This design comes from an exercise in tuning for small area, a short achievable clock period and few clock cycles on the open sky130 flow, not from production work.
At most, simulation tests tie the RTL to the original design; equivalence was not proved.
Power and IR drop assume default switching activity.

// tp_core
module tp_core (
    input  wire        clk,
    input  wire        rst,
    input  wire        in_valid,
    input  wire [7:0]  in_data,
    input  wire        in_last,
    output reg         in_ready,
    output reg         bit_valid,
    output reg         bit_data,
    output reg         pm_valid,
    output wire [7:0]  pm_pos,
    output wire [31:0] pm_obs,
    output reg  [5:0]  pm_obsn,
    output reg  [4:0]  pm_score,
    output reg         fr_valid,
    output reg  [7:0]  fr_start,
    output wire [7:0]  fr_end,
    output reg         done,
    output reg  [9:0]  marker_count,
    output reg  [7:0]  bit_count,
    output reg  [2:0]  frame_count,
    output reg  [7:0]  frame_min_len,
    output reg  [7:0]  frame_max_len,
    output reg  [7:0]  pm_count,
    output reg         diag
);
clock: 10.0 ns
lec_check: 0
cap_margin: 20
core_margin: 2
core_utilization: 40
setup_slack_margin: 5
slew_margin: 20
run.sh (not shown) runs the stock make flow with config.mk's settings and CLKGATE_MAP_FILE= SYNTH_SCRIPT=/design/flow/synth_recipe.tcl, a recipe that flattens the netlist after the stock synthesis.
Rerun with:
==> flow/flow/run.sh (new file) <==
#!/bin/bash
# Standard ORFS layout, with timing repair aiming at a larger setup margin.
set -euo pipefail
bash standard.sh SETUP_SLACK_MARGIN=6.5 finish > standard_flow.log 2>&1
==> flow/standard.sh (new file) <==
#!/bin/bash
# synth_recipe.tcl (not shown) runs the flow's synth.tcl, then flattens the netlist and writes it again
# the make line also repeats each setting of config.mk as NAME=value (left out here)
make -C /OpenROAD-flow-scripts/flow DESIGN_CONFIG=/design/flow/config.mk WORK_HOME=/design/flow/orfs CLKGATE_MAP_FILE= SYNTH_SCRIPT=/design/flow/synth_recipe.tcl "${@:-finish}"
- SETUP_SLACK_MARGIN: 5 -> not set
removed: flow/run.sh
Clock skew went up by 0.0086 ns.
Wire length went up by a little under a tenth.
Fmax went up by a few percent.
Die area stays the same.
Worst setup slack gets better by 0.21 ns.
Sequential cell count is unchanged.
Cell area went up by a few percent.
Rerun with:
==> flow/run.sh (new file) <==
#!/bin/bash
# synth_recipe.tcl (not shown) runs the flow's synth.tcl, then flattens the netlist and writes it again
# the make line also repeats each setting of config.mk as NAME=value (left out here)
make -C /OpenROAD-flow-scripts/flow DESIGN_CONFIG=/design/flow/config.mk WORK_HOME=/design/flow/orfs CLKGATE_MAP_FILE= SYNTH_SCRIPT=/design/flow/synth_recipe.tcl finish
removed: flow/flow/run.sh
removed: flow/standard.sh
The changed run completed with no timing, DRC or antenna violations.
Power goes down by 2.3%.
Synthesized cell count is unchanged.
Core utilization falls by 1.2 points.
No functional check of the RTL was part of any run of this note.

========
tp_core, a different RTL version from the one above (not shown whole).
Size in the first run: about 1600 cells after synthesis, ~600 flip-flops, roughly 130 I/O pins, roughly 24000 um^2 of cells after synthesis.
Settings: LEC_CHECK=0, CAP_MARGIN=20, CORE_MARGIN=2, CORE_UTILIZATION=40, CTS_CLUSTER_DIAMETER=60, CTS_CLUSTER_SIZE=20, SLEW_MARGIN=20; clock period 10.0 ns.
standard.sh (not shown) runs the stock make flow with config.mk's settings and CLKGATE_MAP_FILE= SYNTH_SCRIPT=/design/flow/synth_recipe.tcl, a recipe that flattens the netlist after the stock synthesis.
==> flow/flow/run.sh <==
#!/bin/bash
# Standard ORFS layout, with timing repair aiming at a larger setup margin.
set -euo pipefail
bash standard.sh SETUP_SLACK_MARGIN=6.5 finish > standard_flow.log 2>&1
The first run completed with no timing, DRC or antenna violations.
Testbench counts at the start, summed over its fixed seeds: cycles 49,242.
Next try:
==> flow/flow/run.sh (replaced) <==
#!/bin/bash
# Standard ORFS layout, with timing repair aiming at a larger setup margin.
set -euo pipefail
bash standard.sh SETUP_SLACK_MARGIN=6.8 finish > standard_flow.log 2>&1
--- a/flow/config.mk
+++ b/flow/config.mk
@@ -8,6 +8,6 @@
 export CAP_MARGIN = 20
 export CORE_MARGIN = 2
-export CORE_UTILIZATION = 40
-export CTS_CLUSTER_DIAMETER = 60
-export CTS_CLUSTER_SIZE = 20
+export CORE_UTILIZATION = 33
+export CTS_CLUSTER_DIAMETER = 70
+export CTS_CLUSTER_SIZE = 24
 export SLEW_MARGIN = 20
Clock-buffer cell count drops by 6.
Worst setup slack improves by 0.19 ns.
Power drops by a few percent.
Die area climbs by about a fifth.
Synthesized area is unchanged.
Critical path depth drops by 5.
Next try:
--- a/flow/config.mk
+++ b/flow/config.mk
@@ -8,6 +8,6 @@
 export CAP_MARGIN = 20
 export CORE_MARGIN = 2
-export CORE_UTILIZATION = 33
-export CTS_CLUSTER_DIAMETER = 70
-export CTS_CLUSTER_SIZE = 24
+export CORE_UTILIZATION = 50
+export CTS_CLUSTER_DIAMETER = 60
+export CTS_CLUSTER_SIZE = 20
 export SLEW_MARGIN = 20
The new run passed the timing, DRC and antenna checks.
Synthesized area stays the same.
First-iteration DRC count drops by about 14%.
Clock-buffer cell count increases by 9.
Die area went down by about 34%.
Routed wire length is lower by about 3%.
Global-route usage rises by 7.9 points.
Next try:
--- a/flow/config.mk
+++ b/flow/config.mk
@@ -8,6 +8,6 @@
 export CAP_MARGIN = 20
 export CORE_MARGIN = 2
-export CORE_UTILIZATION = 50
-export CTS_CLUSTER_DIAMETER = 60
-export CTS_CLUSTER_SIZE = 20
+export CORE_UTILIZATION = 40
+export CTS_CLUSTER_DIAMETER = 70
+export CTS_CLUSTER_SIZE = 24
 export SLEW_MARGIN = 20
Outcome: The changed run produced a clean layout; setup slack improved by 0.11 ns; area after synthesis stays the same; count of clock-buffer cells in the layout drops by 9.
Next try:
--- a/flow/config.mk
+++ b/flow/config.mk
@@ -9,5 +9,3 @@
 export CORE_MARGIN = 2
 export CORE_UTILIZATION = 40
-export CTS_CLUSTER_DIAMETER = 70
-export CTS_CLUSTER_SIZE = 24
 export SLEW_MARGIN = 20
=> The changed run completed without violations. Final cell count rose by a few percent. First-iteration DRC count rose by roughly a tenth. Global-route usage rose by 0.32 points. Clock-buffer cell count rose by 23. Design area rose by a few percent.

========
The RTL this note starts from:
==> flow/design.v <==
module tp_core (
    input  wire        clk,
    input  wire        rst,
    input  wire        in_valid,
    input  wire [7:0]  in_data,
    input  wire        in_last,
    output reg         in_ready,
    output reg         bit_valid,
    output reg         bit_data,
    output reg         pm_valid,
    output wire [7:0]  pm_pos,
    output wire [31:0] pm_obs,
    output reg  [5:0]  pm_obsn,
    output reg  [4:0]  pm_score,
    output reg         fr_valid,
    output reg  [7:0]  fr_start,
    output wire [7:0]  fr_end,
    output reg         done,
    output reg  [9:0]  marker_count,
    output reg  [7:0]  bit_count,
    output reg  [2:0]  frame_count,
    output reg  [7:0]  frame_min_len,
    output reg  [7:0]  frame_max_len,
    output reg  [7:0]  pm_count,
    output reg         diag
);
    localparam [31:0] SYNCW = 32'hC3A55A1E;   
    localparam integer NG   = 86;             
    reg       i_v;
    reg [1:0] i_s;                  
    reg       i_last;
    wire accept = in_valid & in_ready;
    reg            pv;              
    reg            nz;              
    reg            ph;              
    reg  [1:0]     ts;
    reg  [3:0]     cs;
    reg  [6:0]     hd;
    reg  [1:0]     hs;
    reg  [4:0]     g [0:NG-1];
    wire       mk   = i_s[0] & i_s[1];
    wire       push = i_v & ~mk & (ts == 2'd2);
    wire       adv  = nz & ~ph;
    wire [4:0] gnew = {1'b0, cs} + (i_s[1] ? 5'd18 : i_s[0] ? 5'd9 : 5'd0);
    wire [3:0] csn  = (ts == 2'd0) ? {2'b00, i_s} :
                      cs + (i_s[1] ? 4'd6 : i_s[0] ? 4'd3 : 4'd0);
    wire [4:0] ge [0:127];
    genvar gi;
    generate
        for (gi = 0; gi < 128; gi = gi + 1) begin : gext
            if (gi == 0)       assign ge[gi] = {1'b0, cs};
            else if (gi <= NG) assign ge[gi] = g[gi-1];
            else               assign ge[gi] = 5'd0;
        end
    endgenerate
    wire [4:0] l1 [0:63];
    wire [4:0] l2 [0:31];
    wire [4:0] l3 [0:15];
    wire [4:0] l4 [0:7];
    wire [4:0] l5 [0:3];
    wire [4:0] l6 [0:1];
    generate
        for (gi = 0; gi < 64; gi = gi + 1) begin : mx1
            assign l1[gi] = hd[0] ? ge[2*gi+1] : ge[2*gi];
        end
        for (gi = 0; gi < 32; gi = gi + 1) begin : mx2
            assign l2[gi] = hd[1] ? l1[2*gi+1] : l1[2*gi];
        end
        for (gi = 0; gi < 16; gi = gi + 1) begin : mx3
            assign l3[gi] = hd[2] ? l2[2*gi+1] : l2[2*gi];
        end
        for (gi = 0; gi < 8; gi = gi + 1) begin : mx4
            assign l4[gi] = hd[3] ? l3[2*gi+1] : l3[2*gi];
        end
        for (gi = 0; gi < 4; gi = gi + 1) begin : mx5
            assign l5[gi] = hd[4] ? l4[2*gi+1] : l4[2*gi];
        end
        for (gi = 0; gi < 2; gi = gi + 1) begin : mx6
            assign l6[gi] = hd[5] ? l5[2*gi+1] : l5[2*gi];
        end
    endgenerate
    wire [4:0] gmid = hd[6] ? l6[1] : l6[0];
    reg       rd_v;
    reg [4:0] rd_g;
    reg [1:0] rd_hs;
    reg       rd_last;
    integer k;
    always @(posedge clk) begin
        if (push) begin
            g[0] <= gnew;
            for (k = 1; k < NG; k = k + 1)
                g[k] <= g[k-1];
        end
    end
    always @(posedge clk) begin
        rd_g  <= gmid;
        rd_hs <= hs;
        if (i_v & ~mk) begin
            cs <= csn;
            ts <= (ts == 2'd2) ? 2'd0 : ts + 2'd1;
            nz <= 1'b1;
            ph <= ~ph;
            if (adv)
                hs <= (hs == 2'd2) ? 2'd0 : hs + 2'd1;
            if (push)
                hd <= hd + 7'd1;
            else if (adv && hs == 2'd2)
                hd <= hd - 7'd1;
        end
        if (rst) begin
            pv <= 1'b0;
            rd_v <= 1'b0;
            rd_last <= 1'b0;
        end else begin
            rd_v    <= i_v & mk & pv & nz;
            rd_last <= i_v & i_last;
            if (i_v & mk)
                pv <= 1'b1;
            if (i_v & i_last)
                pv <= 1'b0;
        end
        if (rst || (i_v & (mk | i_last))) begin
            nz <= 1'b0;
            ph <= 1'b0;
            ts <= 2'd0;
            hd <= 7'd0;
            hs <= 2'd0;
        end
    end
    wire [1:0] dg2 = (rd_g >= 5'd18) ? 2'd2 : (rd_g >= 5'd9) ? 2'd1 : 2'd0;
    wire [3:0] rm2 = rd_g[3:0] - (dg2[1] ? 4'd2 : dg2[0] ? 4'd9 : 4'd0);    
    wire [1:0] dg1 = (rm2 >= 4'd6) ? 2'd2 : (rm2 >= 4'd3) ? 2'd1 : 2'd0;
    wire [1:0] dg0 = rm2[1:0] - (dg1[1] ? 2'd2 : dg1[0] ? 2'd3 : 2'd0);     
    wire [1:0] trit = (rd_hs == 2'd0) ? dg0 : (rd_hs == 2'd1) ? dg1 : dg2;
    reg r_last;
    always @(posedge clk) begin
        bit_data <= trit[1];
        if (rst) begin
            bit_valid <= 1'b0;
            r_last    <= 1'b0;
        end else begin
            bit_valid <= rd_v & (trit != 2'd0);
            r_last    <= rd_last;
        end
    end
    reg  [31:0] win;                
    reg         fl;                 
    reg         cl;                 
    reg         hw;                 
    reg         fopen;
    reg         fup;                
    reg  [7:0]  flen;               
    reg  [7:0]  pos;                
    reg         lpend;              
    reg         m1, m2, m3, m4;     
    assign pm_obs = win;
    assign fr_end = pos;
    assign pm_pos = pos;
    wire        clr    = done | rst;    
    wire        sh_r   = bit_valid & ~rst;
    wire        shift  = (bit_valid | fl) & ~rst;
    wire        qv     = ~clr & (hw | (pos == 8'hFF));
    wire        wbusy  = fl | cl | done;
    wire        wlast  = r_last | lpend;
    wire [23:0] dnext = win[29:6] ^ SYNCW[31:8];
    reg  [2:0]  ps [0:3];
    integer pj;
    always @(posedge clk) begin
        if (shift)
            for (pj = 0; pj < 4; pj = pj + 1)
                ps[pj] <= {2'd0, dnext[6*pj]}   + {2'd0, dnext[6*pj+1]} + {2'd0, dnext[6*pj+2]}
                        + {2'd0, dnext[6*pj+3]} + {2'd0, dnext[6*pj+4]} + {2'd0, dnext[6*pj+5]};
    end
    wire [4:0]  ndiff = ({2'd0, ps[0]} + {2'd0, ps[1]}) + ({2'd0, ps[2]} + {2'd0, ps[3]});
    wire        hit   = (ndiff <= 5'd4);
    wire        exact = sh_r & qv & ({win[30:0], bit_data} == SYNCW) & (~fo0 | (flen >= 8'd32));
    wire [2:0]  fc0   = clr ? 3'd0 : frame_count;
    wire        fo0   = clr ? 1'b0 : fopen;
    wire [7:0]  bc0   = clr ? 8'd0 : bit_count;
    wire        femit = (exact | cl) & fo0;       
    wire        nmin  = (fc0 == 3'd0) | (flen < frame_min_len);
    wire        nmax  = (fc0 == 3'd0) | (flen > frame_max_len);
    always @(posedge clk) begin
        if (shift)
            win <= {win[30:0], sh_r & bit_data};
        pm_score <= 5'd24 - ndiff;
        if (fup)
            fr_start <= pos;
        if (rst) begin
            fl            <= 1'b0;
            cl            <= 1'b0;
            done          <= 1'b0;
            pm_valid      <= 1'b0;
            fr_valid      <= 1'b0;
            fup           <= 1'b0;
            lpend         <= 1'b0;
            {m1, m2, m3, m4} <= 4'd0;
        end else begin
            done     <= cl;
            cl       <= fl & (pm_obsn == 6'd25);
            pm_valid <= shift & qv & hit;
            fr_valid <= femit;
            fup      <= exact;
            {m1, m2, m3, m4} <= {i_v & mk, m1, m2, m3};
            if (wlast & ~wbusy)
                fl <= 1'b1;
            else if (fl & (pm_obsn == 6'd25))
                fl <= 1'b0;
            lpend <= wlast & wbusy;
            if (exact)
                flen <= 8'd1;
            else if (sh_r)
                flen <= flen + 8'd1;
            else if (fl && pm_obsn == 6'd32)
                flen <= flen + 8'd31;
        end
        marker_count <= (clr ? 10'd0 : marker_count) + {9'd0, m4 & ~rst};
        bit_count    <= bc0 + {7'd0, sh_r};
        pm_count     <= (clr ? 8'd0 : pm_count) + {7'd0, pm_valid & ~rst};
        if (fl)
            pm_obsn <= pm_obsn - 6'd1;
        if (clr)
            pm_obsn <= 6'd32;
        if (shift)
            hw <= qv;
        else if (clr)
            hw <= 1'b0;
        if (shift)
            pos <= (clr ? 8'd224 : pos) + 8'd1;
        else if (clr)
            pos <= 8'd224;
        else if (cl)
            pos <= bit_count;
        fopen <= exact ? 1'b1 : (cl ? 1'b0 : fo0);
        frame_count <= fc0 + {2'd0, femit};
        if (clr) begin
            frame_min_len <= 8'd0;
            frame_max_len <= 8'd0;
        end
        if (femit) begin
            if (nmin) frame_min_len <= flen;
            if (nmax) frame_max_len <= flen;
        end
        if (cl)
            diag <= (bit_count != 8'd0) && (frame_count == 3'd0) && !fopen;
    end
    always @(posedge clk) begin
        i_s    <= in_data[1:0];
        i_last <= in_last;
        if (rst) begin
            i_v      <= 1'b0;
            in_ready <= 1'b1;
        end else begin
            i_v <= accept;
            if (accept & in_last)
                in_ready <= 1'b0;
            else if (fl & (pm_obsn == 6'd29))
                in_ready <= 1'b1;
        end
    end
endmodule
clock: 10.0 ns
lec_check: 0
cap_margin: 20
core_margin: 2
core_utilization: 40
slew_margin: 20
==> flow/flow/run.sh <==
#!/bin/bash
# Standard ORFS layout, with timing repair aiming at a larger setup margin.
set -euo pipefail
bash standard.sh SETUP_SLACK_MARGIN=6.8 finish > standard_flow.log 2>&1
Next try:
==> flow/flow/run.sh (replaced) <==
#!/bin/bash
# Standard ORFS layout, with timing repair aiming at a larger setup margin.
set -euo pipefail
bash standard.sh SETUP_SLACK_MARGIN=7.0 finish > standard_flow.log 2>&1
What happened: Global-route usage goes up by 0.54 points. Via count goes up by 2.3%. Total power hardly moves. Routed wire length goes up by 4.4%. Clock skew hardly moves.
No functional check of the RTL was part of any run of this note.

[port drivers added, routing unchanged]
No port has a modelled driver above. Below, the same layouts with a new extraction and two added sets of constraints.
Step 1, drivers: a clkbuf_16 drives clk and a buf_2 each remaining input, both assumed.
Step 2 also shifts input and output timing later by t, the mid clock arrival at the registers, as if the neighbouring blocks saw the same clock.
Three values: ideal ports, drivers, drivers and shift; two values: the first two.
run | shift t [ns] | setup WS [ns] | worst setup path after step 2 | latest minus earliest clock arrival (ns) | worst data-port slew with drivers (ns)
the first run of note 1 | 0.637 | 5.462 / 5.462 / 5.462 | register to register | 0.020 / 0.020 | 0.08
the second run of note 1 | 0.631 | 5.674 / 5.674 / 5.674 | register to register | 0.034 / 0.034 | 0.09
the third run of note 1 | 0.667 | 5.381 / 5.325 / 5.476 | register to register | 0.028 / 0.028 | 0.07
the first run of note 2 | 0.647 | 6.553 / 6.505 / 6.553 | register to register | 0.038 / 0.038 | 0.08
the second run of note 2 | 0.637 | 6.738 / 6.682 / 6.790 | register to register | 0.037 / 0.037 | 0.08
the third run of note 2 | 0.639 | 6.717 / 6.664 / 6.733 | register to register | 0.029 / 0.030 | 0.07
the fourth run of note 2 | 0.631 | 6.828 / 6.768 / 6.852 | register to register | 0.038 / 0.037 | 0.08
the fifth run of note 2 | 0.681 | 6.767 / 6.705 / 6.842 | register to register | 0.045 / 0.045 | 0.09
the first run of note 3 | 0.665 | 6.594 / 6.609 / 5.944 | input to register | 0.030 / 0.030 | 0.05
the second run of note 3 | 0.677 | 6.679 / 6.638 / 6.021 | input to register | 0.029 / 0.029 | 0.05
After both steps every run listed still meets setup and hold. The setup slack of the second run of note 3, which loses most, moves by -0.041 ns with the drivers and by -0.658 ns with both steps.
